Source: an optimization exercise on an open RTL-to-GDS flow (aim: small area, a short achievable clock period and few clock cycles). Production flows keep margins and buffers that such runs may drop. Power and IR drop assume default switching activity.

==> module ung5_rx, before the edit <==
module ung5_rx (
    input  wire        clk,
    input  wire        rst,
    input  wire        start,
    input  wire [7:0]  start_addr,
    input  wire [15:0] start_total,
    input  wire        rx_valid,
    input  wire [7:0]  rx_data,
    input  wire        tick,
    input  wire [5:0]  buf_idx,
    output wire [7:0]  buf_data,
    output reg  [1:0]  rx_state,
    output reg  [2:0]  rx_reason,
    output reg  [6:0]  rx_len,
    output wire        rx_ready,
    output wire        start_ok,
    output reg  [31:0] head,        
    output wire [31:0] tail,        
    output reg         last_fa,     
    output reg  [15:0] crc,         
    output wire        crc_ready,
    input  wire        dec_we,
    input  wire [3:0]  dec_err,
    output reg  [3:0]  err_code
);
    localparam ST_IDLE = 2'd0, ST_ACTIVE = 2'd1, ST_DONE = 2'd2;
    localparam R_NONE = 3'd0, R_TOTAL = 3'd1, R_SILENCE = 3'd2,
               R_STOP = 3'd3, R_NOISE = 3'd4, R_OVERFLOW = 3'd5;
    function [15:0] crc_step;
        input [15:0] c_in;
        input [7:0]  b;
        integer i;
        reg [15:0] c;
        begin
            c = c_in ^ {8'h00, b};
            for (i = 0; i < 8; i = i + 1)
                c = c[0] ? ((c >> 1) ^ 16'h8408) : (c >> 1);
            crc_step = c;
        end
    endfunction
    function [15:0] crc_unstep;
        input [15:0] c_in;
        input [7:0]  b;
        integer i;
        reg [15:0] c;
        begin
            c = c_in;
            for (i = 0; i < 8; i = i + 1)
                c = c[15] ? (((c ^ 16'h8408) << 1) | 16'h0001) : (c << 1);
            crc_unstep = c ^ {8'h00, b};
        end
    endfunction
    reg [511:0] sh;            
    reg [5:0]   q;             
    reg [7:0]   rx_addr;
    reg [15:0]  t_left;        
    reg [5:0]   t_sil;         
    reg         collapsed;     
    wire accept    = rx_valid && rx_ready;
    assign rx_ready = (rx_state == ST_ACTIVE);
    assign start_ok = start && !rx_ready &&
                      (start_total != 16'd0) && (start_total != 16'hFFFF);
    wire [23:0] lo_key, hi_key;
    wire [7:0]  hi_oh;
    wire [63:0] grp;           
    ung5_rdkey u_rdkey (.q(q), .lo_key(lo_key), .hi_key(hi_key));
    ung5_rdhi  u_rdhi  (.idx(buf_idx), .q_lo(q[2:0]), .hi_key(hi_key), .hi_oh(hi_oh));
    genvar gp;
    generate
        for (gp = 0; gp < 4; gp = gp + 1) begin : g_rd
            ung5_rdgrp u_rdgrp (.slots(sh[128*gp +: 128]), .idx_lo(buf_idx[2:0]),
                                .lo_key(lo_key), .grp(grp[16*gp +: 16]));
        end
    endgenerate
    ung5_rdout u_rdout (.grp(grp), .hi_oh(hi_oh), .data(buf_data));
    assign tail = collapsed ? sh[72 +: 32] : sh[0 +: 32];
    assign crc_ready = !(collapsed && t_sil < 6'd8);
    wire [7:0] rw_byte = accept ? 8'hFA :
                         (t_sil == 6'd7) ? sh[79:72] :
                         (t_sil == 6'd3 || t_sil == 6'd6) ? 8'hFA :
                         (t_sil == 6'd1 || t_sil == 6'd4) ? 8'h81 : rx_addr;
    wire [15:0] crc_back = crc_unstep(crc, rw_byte);
    wire run_found = (rx_data == 8'h81) && (rx_len[6:3] != 4'd0) &&
                     (sh[7:0]   == rx_addr) && (sh[15:8]  == 8'hFA) &&
                     (sh[23:16] == 8'h81)   && (sh[31:24] == rx_addr) &&
                     (sh[39:32] == 8'hFA)   && (sh[47:40] == 8'h81) &&
                     (sh[55:48] == rx_addr) && (sh[63:56] == 8'hFA);
    wire [5:0] t_sil_n = t_sil + ((t_sil == 6'd63) ? 6'd0 : 6'd1);
    always @(posedge clk) begin
        if (accept)
            sh <= {sh[503:0], rx_data};
        if (accept && rx_len[6:2] == 5'd0)
            case (rx_len[1:0])
            2'd0: head[7:0]   <= rx_data;
            2'd1: head[15:8]  <= rx_data;
            2'd2: head[23:16] <= rx_data;
            default: head[31:24] <= rx_data;
            endcase
    end
    always @(posedge clk) begin
        if (rst) begin
            err_code  <= 4'd0;
            rx_state  <= ST_IDLE;
            rx_reason <= R_NONE;
            collapsed <= 1'b0;
            rx_len    <= 7'd0;
            q         <= 6'd63;
        end else if (start) begin
            if (rx_state == ST_ACTIVE) begin
                err_code <= 4'd7;                      
            end else if (!start_ok) begin
                err_code <= 4'd10;                     
            end else begin
                err_code  <= 4'd0;
                rx_state  <= ST_ACTIVE;
                rx_reason <= R_NONE;
                collapsed <= 1'b0;
                rx_len    <= 7'd0;
                    q         <= 6'd63;
                rx_addr   <= start_addr;
                t_left    <= start_total;
            end
        end else if (accept) begin
            err_code <= 4'd0;
            q        <= q + 6'd1;
            rx_len   <= rx_len + 7'd1;
            t_sil    <= 6'd0;
            last_fa  <= (rx_data == 8'hFA);
            crc      <= (rx_len == 7'd0) ? 16'h0000 : crc_step(crc, sh[7:0]);
            if (run_found) begin
                t_sil     <= 6'd1;
                crc       <= crc_back;
                rx_len    <= (rx_len == 7'd8) ? 7'd3 : rx_len - 7'd8;
                rx_state  <= ST_DONE;
                rx_reason <= R_NOISE;
                collapsed <= 1'b1;
                last_fa   <= (sh[71:64] == 8'hFA);       
            end else if (rx_len == 7'd63) begin
                rx_state  <= ST_DONE;
                rx_reason <= R_OVERFLOW;
                err_code  <= 4'd8;                     
            end
        end else if (tick && rx_ready) begin
            err_code <= 4'd0;
            t_sil    <= t_sil_n;
            t_left   <= t_left - 16'd1;
            if (t_left == 16'd0) begin
                rx_state  <= ST_DONE;
                rx_reason <= R_TOTAL;
            end else if (rx_len[6:3] != 4'd0 && last_fa && t_sil_n >= 6'd10) begin
                rx_state  <= ST_DONE;
                rx_reason <= R_STOP;
            end else if (rx_len != 7'd0 && t_sil_n >= 6'd50) begin
                rx_state  <= ST_DONE;
                rx_reason <= R_SILENCE;
            end
        end else begin
            if (dec_we)
                err_code <= dec_err;
            if (!crc_ready) begin
                t_sil <= t_sil + 6'd1;
                crc   <= crc_back;
            end
        end
    end
endmodule
==> module ung5_rdgrp, before the edit <==
module ung5_rdgrp (
    input  wire [127:0] slots,
    input  wire [2:0]   idx_lo,
    input  wire [23:0]  lo_key,
    output reg  [15:0]  grp
);
    reg [7:0] lo_oh;
    integer g, k;
    always @(*) begin
        for (k = 0; k < 8; k = k + 1)
            lo_oh[k] = (idx_lo == lo_key[3*k +: 3]);
        for (g = 0; g < 2; g = g + 1) begin
            grp[8*g +: 8] = 8'h00;
            for (k = 0; k < 8; k = k + 1)
                grp[8*g +: 8] = grp[8*g +: 8] | ({8{lo_oh[k]}} & slots[64*g + 8*k +: 8]);
        end
    end
endmodule
==> module ung5_rdout, before the edit <==
module ung5_rdout (
    input  wire [63:0] grp,
    input  wire [7:0]  hi_oh,
    output reg  [7:0]  data
);
    integer g;
    always @(*) begin
        data = 8'h00;
        for (g = 0; g < 8; g = g + 1)
            data = data | ({8{hi_oh[g]}} & grp[8*g +: 8]);
    end
endmodule
==> flow/config.mk <==
export PLATFORM = sky130hd
export DESIGN_NAME = ung5_rxdec
export DESIGN_NICKNAME = ung5_rxdec
export VERILOG_FILES = /design/flow/design.v
export SDC_FILE = /design/flow/constraint.sdc
export NUM_CORES = 4
export LEC_CHECK = 0
export CAP_MARGIN = 20
export CORE_MARGIN = 2
export CORE_UTILIZATION = 30
export CTS_BUF_LIST = sky130_fd_sc_hd__clkbuf_4 sky130_fd_sc_hd__clkbuf_8
export PLACE_DENSITY = 0.5
export SETUP_SLACK_MARGIN = 2.5
export SLEW_MARGIN = 20
export SYNTH_HIERARCHICAL = 1
==> flow/constraint.sdc <==
create_clock -name core_clock -period 7.5 [get_ports {clk}]
set_input_delay 1.5000 -clock core_clock [delete_from_list [all_inputs] [get_ports {clk}]]
set_output_delay 1.5000 -clock core_clock [all_outputs]
set_load 0.01 [all_outputs]
standard.sh (not shown) runs the stock make flow with config.mk's settings and CLKGATE_MAP_FILE= SYNTH_SCRIPT=/design/flow/synth_recipe.tcl, a recipe that flattens the netlist after the stock synthesis.
==> flow/flow/run.sh <==
#!/bin/bash
# The standard layout (the standard.sh: standard synthesis, floorplan,
# placement, CTS, routing), with every input and output port buffered by
# sky130_fd_sc_hd__buf_2 instead of the cell buffer_ports picks by itself,
# and clock tree synthesis without dummy loads.
# make's full output goes to flow_make.log here; ORFS keeps each step's log
# under orfs/logs/.
set -euo pipefail
export BUFFER_PORTS_ARGS="-buffer_cell sky130_fd_sc_hd__buf_2"
export CTS_ARGS="-sink_clustering_enable -repair_clock_nets -dont_use_dummy_load -buf_list {sky130_fd_sc_hd__clkbuf_4 sky130_fd_sc_hd__clkbuf_8}"
bash standard.sh > flow_make.log 2>&1
The first run went through all stages and came out clean.
Next try:
--- a/flow/design.v
+++ b/flow/design.v
@@ -60,20 +60,15 @@
     assign rx_ready = (rx_state == ST_ACTIVE);
     assign start_ok = start && !rx_ready &&
                       (start_total != 16'd0) && (start_total != 16'hFFFF);
     wire [23:0] lo_key, hi_key;
-    wire [7:0]  hi_oh;
-    wire [63:0] grp;           
+    wire [7:0]  lo_oh_a, lo_oh_b, hi_oh;
     ung5_rdkey u_rdkey (.q(q), .lo_key(lo_key), .hi_key(hi_key));
+    ung5_rdlo  u_rdlo_a (.idx_lo(buf_idx[2:0]), .lo_key(lo_key), .lo_oh(lo_oh_a));
+    ung5_rdlo  u_rdlo_b (.idx_lo(buf_idx[2:0]), .lo_key(lo_key), .lo_oh(lo_oh_b));
     ung5_rdhi  u_rdhi  (.idx(buf_idx), .q_lo(q[2:0]), .hi_key(hi_key), .hi_oh(hi_oh));
-    genvar gp;
-    generate
-        for (gp = 0; gp < 4; gp = gp + 1) begin : g_rd
-            ung5_rdgrp u_rdgrp (.slots(sh[128*gp +: 128]), .idx_lo(buf_idx[2:0]),
-                                .lo_key(lo_key), .grp(grp[16*gp +: 16]));
-        end
-    endgenerate
-    ung5_rdout u_rdout (.grp(grp), .hi_oh(hi_oh), .data(buf_data));
+    ung5_rdmux u_rdmux (.sh(sh), .lo_oh_a(lo_oh_a), .lo_oh_b(lo_oh_b), .hi_oh(hi_oh),
+                        .data(buf_data));
     assign tail = collapsed ? sh[72 +: 32] : sh[0 +: 32];
     assign crc_ready = !(collapsed && t_sil < 6'd8);
     wire [7:0] rw_byte = accept ? 8'hFA :
                          (t_sil == 6'd7) ? sh[79:72] :
@@ -175,8 +170,18 @@
             lo_key[3*j +: 3] = q[2:0] - j[2:0];
             hi_key[3*j +: 3] = q[5:3] - j[2:0];
         end
 endmodule
+module ung5_rdlo (
+    input  wire [2:0]  idx_lo,
+    input  wire [23:0] lo_key,
+    output reg  [7:0]  lo_oh
+);
+    integer j;
+    always @(*)
+        for (j = 0; j < 8; j = j + 1)
+            lo_oh[j] = (idx_lo == lo_key[3*j +: 3]);
+endmodule
 module ung5_rdhi (
     input  wire [5:0]  idx,
     input  wire [2:0]  q_lo,
     input  wire [23:0] hi_key,
@@ -191,33 +196,25 @@
         for (j = 0; j < 8; j = j + 1)
             hi_oh[j] = bw ? eq[(j + 1) % 8] : eq[j];
     end
 endmodule
-module ung5_rdgrp (
-    input  wire [127:0] slots,
-    input  wire [2:0]   idx_lo,
-    input  wire [23:0]  lo_key,
-    output reg  [15:0]  grp
+module ung5_rdmux (
+    input  wire [511:0] sh,
+    input  wire [7:0]   lo_oh_a,
+    input  wire [7:0]   lo_oh_b,
+    input  wire [7:0]   hi_oh,
+    output reg  [7:0]   data
 );
-    reg [7:0] lo_oh;
+    reg [63:0] grp;            
+    reg [7:0]  lo_oh;
     integer g, k;
     always @(*) begin
-        for (k = 0; k < 8; k = k + 1)
-            lo_oh[k] = (idx_lo == lo_key[3*k +: 3]);
-        for (g = 0; g < 2; g = g + 1) begin
+        for (g = 0; g < 8; g = g + 1) begin
+            lo_oh = (g < 4) ? lo_oh_a : lo_oh_b;
             grp[8*g +: 8] = 8'h00;
             for (k = 0; k < 8; k = k + 1)
-                grp[8*g +: 8] = grp[8*g +: 8] | ({8{lo_oh[k]}} & slots[64*g + 8*k +: 8]);
+                grp[8*g +: 8] = grp[8*g +: 8] | ({8{lo_oh[k]}} & sh[64*g + 8*k +: 8]);
         end
-    end
-endmodule
-module ung5_rdout (
-    input  wire [63:0] grp,
-    input  wire [7:0]  hi_oh,
-    output reg  [7:0]  data
-);
-    integer g;
-    always @(*) begin
         data = 8'h00;
         for (g = 0; g < 8; g = g + 1)
             data = data | ({8{hi_oh[g]}} & grp[8*g +: 8]);
     end
Area after synthesis drops by 5.9%; utilization drops by 0.13 points; global-route usage drops by 0.55 points; worst hold slack gains 48 ps; total power drops by about 3.7%; cell count drops by about 7%; worst setup slack gains 160 ps; clock-buffer cell count drops by 2; die area drops by 5.8%; first-iteration DRC count drops by about 16%; via count drops by about 10%; final area drops by about 7%; sequential share of layout area climbs by 3.8 points.
No functional check of the RTL was part of any run of this note.

-- port drivers added, routing unchanged --
The flow's constraints put no driver on any port. The routed layouts listed below were extracted and timed again, unchanged, in two steps.
Step 1, drivers: a clkbuf_16 drives clk and a buf_2 each remaining input, both assumed.
Step 2 times the ports against the registers' clock, not the clock port: input delays grow and output delays shrink by t, the midpoint of the rising clock arrivals with the driver on.
Slacks: ideal / step 1 / step 2; pairs: ideal / step 1.
run	t (ns)	slack for setup (ns)	latest minus earliest clock arrival (ns)	worst register clock-pin slew, ns	worst data-port slew with drivers (ns)
the first run	0.779	2.327 / 2.248 / 2.248	0.135 / 0.134	0.07 / 0.07	0.12
the second run	0.736	2.489 / 2.338 / 2.338	0.104 / 0.104	0.07 / 0.07	0.20
After both steps setup and hold are still met in every run listed. For the second run, which loses most, drivers alone change the setup slack by -0.151 ns; drivers and shift together by -0.151 ns.
